Background: an optimization exercise with open tools, aiming at small area, a short achievable clock period and few clock cycles. Do not read the settings as production practice.
In this exercise RTL edits were held to simulation tests only and were not proved equivalent to the original.
No activity file was given, so power comes from the tool's default toggle rates.

run 1:
Design prb_link, start of the top module:
module prb_link #(
    parameter PANEL_W     = 240,
    parameter PANEL_H     = 240,
    parameter LINE_W      = 160,
    parameter SRC_H       = 144,
    parameter MADCTL_INIT = 8'h00,
    parameter COLMOD_16BPP = 8'h55,
    parameter MS_CYCLES   = 8
) (
    input             clk,
    input             rst,
    input             cmd_valid,
    output            cmd_ready,
    input      [12:0] cmd_addr,
    input      [31:0] cmd_data,
    output reg        rsp_valid,
    output     [7:0]  rsp_code,
    output     [15:0] rsp_off,
    output reg        sck,
    output reg        mosi,
    output reg        dc,
    output reg        csn,
    output reg        rstn,
    output reg        bl
);
    localparam X0 = (PANEL_W - LINE_W) / 2;
    localparam Y0 = (PANEL_H - SRC_H) / 2;
    localparam NRING = LINE_W / 16;
    localparam [3:0] F_NONE        = 4'h0;
    localparam [3:0] F_BAD_ACCESS  = 4'h1;
    localparam [3:0] F_BAD_REG     = 4'h2;
    localparam [3:0] F_NOT_OPEN    = 4'h6;
    localparam [3:0] F_OPEN        = 4'h7;
    localparam [3:0] F_INVERTED    = 4'h8;
    localparam [3:0] F_RANGE       = 4'h9;
    localparam [3:0] F_UNINIT      = 4'hA;
    localparam [3:0] F_PAL_INDEX   = 4'hB;
    localparam [3:0] F_ROW_RANGE   = 4'hE;
    localparam [2:0] OP_INIT  = 3'd0;
    localparam [2:0] OP_WIN   = 3'd1;
    localparam [2:0] OP_FILL  = 3'd2;
    localparam [2:0] OP_DRAW  = 3'd3;
    localparam [2:0] OP_PIXEL = 3'd4;
    localparam [2:0] OP_INV   = 3'd5;
    localparam [2:0] OP_IDLE  = 3'd6;
    localparam [2:0] OP_POWER = 3'd7;
    localparam [1:0] IT_BYTE = 2'd0;
    localparam [1:0] IT_RST0 = 2'd1;
    localparam [1:0] IT_RST1 = 2'd2;
    localparam [1:0] IT_END  = 2'd3;
    localparam [4:0] LB_INVALID = 5'h10;
    localparam [4:0] LB_BADHI   = 5'h11;
    reg [5*LINE_W-1:0] lbr;      
    reg [255:0] palr;            
    reg [15:0]  pal_v;
    reg [3:0]   ph;
    reg         sweep;
    reg         xv;              
    reg         xc;              
    reg         xr;              
    reg [12:0]  xa;
    reg [31:0]  xd;
    reg         xk_mis, xk_lb, xk_pal, xk_reg, xk_drw, xk_op;
    reg         xg;              
  ...
Size in the first run: roughly 3100 cells after synthesis, roughly 1400 flip-flops, roughly 80 I/O pins, roughly 39000 sq um of cells after synthesis.
Settings: LEC_CHECK=0, CAP_MARGIN=20, CORE_MARGIN=2, CORE_UTILIZATION=65, PLACE_DENSITY=0.75, SLEW_MARGIN=20; clock period 8.0 ns.
standard.sh (not shown) runs the stock make flow with config.mk's settings and CLKGATE_MAP_FILE= SYNTH_SCRIPT=/design/flow/synth_recipe.tcl, a recipe that flattens the netlist after the stock synthesis.
==> flow/flow/run.sh <==
#!/bin/bash
# The standard layout (the standard.sh) with:
# - port buffers of buf_4 cells instead of the slow delay buffers that
#   buffer_ports picks by default;
# - timing repair aiming at 5.3 ns of setup slack (about a 2.7 ns period);
# - larger clock-tree sink clusters and no dummy clock loads.
set -euo pipefail
bash standard.sh \
  BUFFER_PORTS_ARGS="-buffer_cell sky130_fd_sc_hd__buf_4" \
  SETUP_SLACK_MARGIN=5.3 \
  CTS_ARGS="-sink_clustering_enable -repair_clock_nets -sink_clustering_size 24 -sink_clustering_max_diameter 80 -dont_use_dummy_load" \
  finish > standard.log 2>&1
Testbench counts of run 1, summed over its fixed seeds: cycles 170,644.
The following lists how run 2 was set up differently from run 1:
==> flow/flow/run.sh <==
#!/bin/bash
# The standard layout (the standard.sh) with: port buffers of buf_4 cells
# instead of the slow delay buffers buffer_ports picks by default; timing
# repair aiming at 5 ns of setup slack; larger clock-tree sink clusters and
# no dummy clock loads.
set -euo pipefail
bash standard.sh \
  BUFFER_PORTS_ARGS="-buffer_cell sky130_fd_sc_hd__buf_4" \
  SETUP_SLACK_MARGIN=5.45 \
  CTS_ARGS="-sink_clustering_enable -repair_clock_nets -sink_clustering_size 30 -sink_clustering_max_diameter 80 -dont_use_dummy_load" \
  finish > standard.log 2>&1
### Flow results
The cell type of the slowest stage on the worst timing path comes out dfxtp_4 in one run and and3b_1 in the other, namely in run 2 and run 1 respectively. Of run 1 and run 2, the higher number of buffers outside the clock class in the layout belongs to run 2. Between run 2 and run 1, it is run 2 whose fraction of layout cells with a size suffix above 1 is higher, by 1.0 points. Post-detailed-routing wire length of run 2 exceeds that of run 1 slightly. Per the comparison of run 2 with run 1, pin count of the biggest net entering global routing has decreased; design area has increased; maximum clock frequency has decreased.
[inputs] run 3 vs run 2
==> flow/flow/run.sh <==
#!/bin/bash
# The standard layout (the standard.sh) with:
# - port buffers of buf_4 cells instead of the slow delay buffers that
#   buffer_ports picks by default;
# - timing repair aiming at 5.45 ns of setup slack;
# - larger clock-tree sink clusters and no dummy clock loads.
set -euo pipefail
bash standard.sh \
  BUFFER_PORTS_ARGS="-buffer_cell sky130_fd_sc_hd__buf_4" \
  SETUP_SLACK_MARGIN=5.45 \
  CTS_ARGS="-sink_clustering_enable -repair_clock_nets -sink_clustering_size 16 -sink_clustering_max_diameter 60 -dont_use_dummy_load -sink_clustering_buffer sky130_fd_sc_hd__clkbuf_8" \
  finish > standard.log 2>&1
Notes after the runs:
Pin count of the biggest net entering global routing, run 2 and run 3: higher on run 3. Compared run 2 against run 3; register area within noise. Row filler cell count in the final layout: run 3 higher / run 2 lower. As far as final worst hold slack is concerned, run 2 and run 3 perform about the same. As of run 3, total power had fallen slightly compared to run 2. Lower clock latency on the worst-skew pair goes to run 3 over run 2. Going from run 2 to run 3, final area level, sequential power essentially unchanged, final standard cell utilization of the core closely matched the old numbers, number of setup buffers added after CTS shows a reduction of 6.
Modified inputs, run 4 compared to run 3
==> flow/flow/run.sh <==
#!/bin/bash
# The standard layout (the standard.sh) with:
# - port buffers of buf_4 cells instead of the slow delay buffers that
#   buffer_ports picks by default;
# - timing repair aiming at 5.3 ns of setup slack (about a 2.7 ns period);
# - larger clock-tree sink clusters and no dummy clock loads.
set -euo pipefail
bash standard.sh \
  BUFFER_PORTS_ARGS="-buffer_cell sky130_fd_sc_hd__buf_4" \
  SETUP_SLACK_MARGIN=5.3 \
  CTS_ARGS="-sink_clustering_enable -repair_clock_nets -sink_clustering_size 20 -sink_clustering_max_diameter 50 -dont_use_dummy_load -sink_clustering_buffer sky130_fd_sc_hd__clkbuf_8" \
  finish > standard.log 2>&1
### Flow results
- Run 4 vs. run 3: worst hold slack now smaller, average via count per standard cell now smaller, total internal power now smaller.
- In run 4, the setup slack came out 0.019 ns above the value in run 3.
- Relative to run 3, post-layout instance area has decreased by 620 sq um in run 4.
- Compared with run 3, run 4 shows a lower final cell count.
- Compared with run 3, in run 4 routed wire length lost 1.4%; worst max-slew margin expressed relative to the limit picked up an extra 9.5 points; sequential share of layout area picked up an extra 0.87 points.
The following lists how run 5 was set up differently from run 4:
==> flow/flow/run.sh <==
#!/bin/bash
# The standard layout (the standard.sh) with: port buffers of buf_4 cells
# instead of the slow delay buffers buffer_ports picks by default; timing
# repair aiming at 5 ns of setup slack; larger clock-tree sink clusters and
# no dummy clock loads.
set -euo pipefail
bash standard.sh \
  BUFFER_PORTS_ARGS="-buffer_cell sky130_fd_sc_hd__buf_4" \
  SETUP_SLACK_MARGIN=5.6 \
  CTS_ARGS="-sink_clustering_enable -repair_clock_nets -sink_clustering_size 30 -sink_clustering_max_diameter 80 -dont_use_dummy_load" \
  finish > standard.log 2>&1
Findings:
Clock latency on the worst-skew pair delta (run 4 -> run 5): insignificant. Relative to run 4, the fmax measured on run 5 has decreased slightly. Route | run 5 vs run 4 | wire longer in run 5. Per the comparison of run 5 with run 4, number of nets at the end of the flow has increased, power has increased, global-route usage has increased, first-iteration DRC count has increased. The minimum clock period in run 5 sits 0.022 ns above the value recorded for run 4. The sequential power was comparable across run 5 and run 4. Between run 5 and run 4, the difference in CTS clock-pin slew for the worst setup and hold paths is negligible. Max setup slack across run 5 and run 4: run 4.
Inputs modified between run 5 and run 6:
==> flow/flow/run.sh <==
#!/bin/bash
# The standard layout (the standard.sh) with:
# - port buffers of buf_4 cells instead of the slow delay buffers that
#   buffer_ports picks by default;
# - timing repair aiming at 5.6 ns of setup slack;
# - larger clock-tree sink clusters and no dummy clock loads.
set -euo pipefail
bash standard.sh \
  BUFFER_PORTS_ARGS="-buffer_cell sky130_fd_sc_hd__buf_4" \
  SETUP_SLACK_MARGIN=5.6 \
  CTS_ARGS="-sink_clustering_enable -repair_clock_nets -sink_clustering_size 16 -sink_clustering_max_diameter 60 -dont_use_dummy_load -sink_clustering_buffer sky130_fd_sc_hd__clkbuf_8" \
  finish > standard.log 2>&1
--- outcome ---
Run 6 against run 5: share of the cycle needed by the critical path after routing went up; sequential share of cell area shrank by 0.21 points; global-route usage has decreased; detailed route wirelength on metal3 shows a reduction of 68 um; total power of the final layout shows a reduction of about 0.6%.
Against run 5, run 6 reports a switching power share of the total that is higher.

Starting RTL as in the previous note.
## prb_link
module prb_link #(
    parameter PANEL_W     = 240,
    parameter PANEL_H     = 240,
    parameter LINE_W      = 160,
    parameter SRC_H       = 144,
    parameter MADCTL_INIT = 8'h00,
    parameter COLMOD_16BPP = 8'h55,
    parameter MS_CYCLES   = 8
) (
    input             clk,
    input             rst,
    input             cmd_valid,
    output            cmd_ready,
    input      [12:0] cmd_addr,
    input      [31:0] cmd_data,
    output reg        rsp_valid,
    output     [7:0]  rsp_code,
    output     [15:0] rsp_off,
    output reg        sck,
    output reg        mosi,
    output reg        dc,
    output reg        csn,
    output reg        rstn,
    output reg        bl
);
    localparam X0 = (PANEL_W - LINE_W) / 2;
    localparam Y0 = (PANEL_H - SRC_H) / 2;
    localparam NRING = LINE_W / 16;
    localparam [3:0] F_NONE        = 4'h0;
    localparam [3:0] F_BAD_ACCESS  = 4'h1;
    localparam [3:0] F_BAD_REG     = 4'h2;
    localparam [3:0] F_NOT_OPEN    = 4'h6;
    localparam [3:0] F_OPEN        = 4'h7;
    localparam [3:0] F_INVERTED    = 4'h8;
    localparam [3:0] F_RANGE       = 4'h9;
    localparam [3:0] F_UNINIT      = 4'hA;
    localparam [3:0] F_PAL_INDEX   = 4'hB;
    localparam [3:0] F_ROW_RANGE   = 4'hE;
    localparam [2:0] OP_INIT  = 3'd0;
    localparam [2:0] OP_WIN   = 3'd1;
    localparam [2:0] OP_FILL  = 3'd2;
  ...
export LEC_CHECK = 0
export CAP_MARGIN = 20
export CORE_MARGIN = 2
export CORE_UTILIZATION = 65
export PLACE_DENSITY = 0.75
export SLEW_MARGIN = 20
create_clock -name core_clock -period 8.0 [get_ports {clk}]
==> flow/flow/run.sh <==
#!/bin/bash
# The standard layout (the standard.sh) with: port buffers of buf_4 cells
# instead of the slow delay buffers buffer_ports picks by default; timing
# repair aiming at 5.3 ns of setup slack (a 2.7 ns period); larger clock-tree
# sink clusters and
# no dummy clock loads.
set -euo pipefail
bash standard.sh \
  BUFFER_PORTS_ARGS="-buffer_cell sky130_fd_sc_hd__buf_4" \
  SETUP_SLACK_MARGIN=5.3 \
  CTS_ARGS="-sink_clustering_enable -repair_clock_nets -sink_clustering_size 30 -sink_clustering_max_diameter 80 -dont_use_dummy_load" \
  finish > standard.log 2>&1
Testbench counts at the start, summed over its fixed seeds: cycles 170,644.
Then changed:
==> flow/flow/run.sh (replaced) <==
#!/bin/bash
# The standard layout (the standard.sh) with:
# - port buffers of buf_4 cells instead of the slow delay buffers that
#   buffer_ports picks by default;
# - timing repair aiming at 5.3 ns of setup slack (about a 2.7 ns period);
# - larger clock-tree sink clusters and no dummy clock loads.
set -euo pipefail
bash standard.sh \
  BUFFER_PORTS_ARGS="-buffer_cell sky130_fd_sc_hd__buf_4" \
  SETUP_SLACK_MARGIN=5.3 \
  CTS_ARGS="-sink_clustering_enable -repair_clock_nets -sink_clustering_size 16 -sink_clustering_max_diameter 60 -dont_use_dummy_load -sink_clustering_buffer sky130_fd_sc_hd__clkbuf_8" \
  finish > standard.log 2>&1
Outcome: The changed run finished clean; clock skew goes down by 29 ps; die area does not change; total power hardly moves; critical path depth is unchanged.

[separate check: timing with driven ports]
In the flow no input, the clock included, has a driving cell. The finished layouts below were timed again as built, in two steps.
Step 1 sets driving cells, clkbuf_16 on the clock port and buf_2 on the other inputs (assumed; they add their load-dependent delay and slew).
Step 2, shift: input delay + t, output delay - t, t = (earliest + latest rising clock arrival at the registers) / 2. This alone moves slack from input paths to output paths.
a / b / c = ideal / step 1 / step 2; a / b = the first two.
run	t (ns)	slack for setup (ns)	worst setup path after step 2	latest minus earliest clock arrival (ns)
run 1	0.670	5.269 / 5.262 / 4.697	input to register	0.099 / 0.099
run 2	0.698	5.237 / 5.173 / 4.838	input to register	0.101 / 0.101
run 3	0.674	5.304 / 5.236 / 4.834	input to register	0.078 / 0.079
run 4	0.664	5.323 / 5.257 / 4.715	input to register	0.131 / 0.131
run 5	0.679	5.300 / 5.236 / 4.811	input to register	0.120 / 0.120
run 6	0.666	5.283 / 5.220 / 4.916	input to register	0.059 / 0.060
the first run of note 2	0.698	5.273 / 5.244 / 4.687	input to register	0.100 / 0.100
the second run of note 2	0.659	5.285 / 5.259 / 4.697	input to register	0.075 / 0.074
After both steps every run listed still meets setup and hold. For run 4, which loses most, drivers alone change the setup slack by -0.066 ns; drivers and shift together by -0.608 ns.
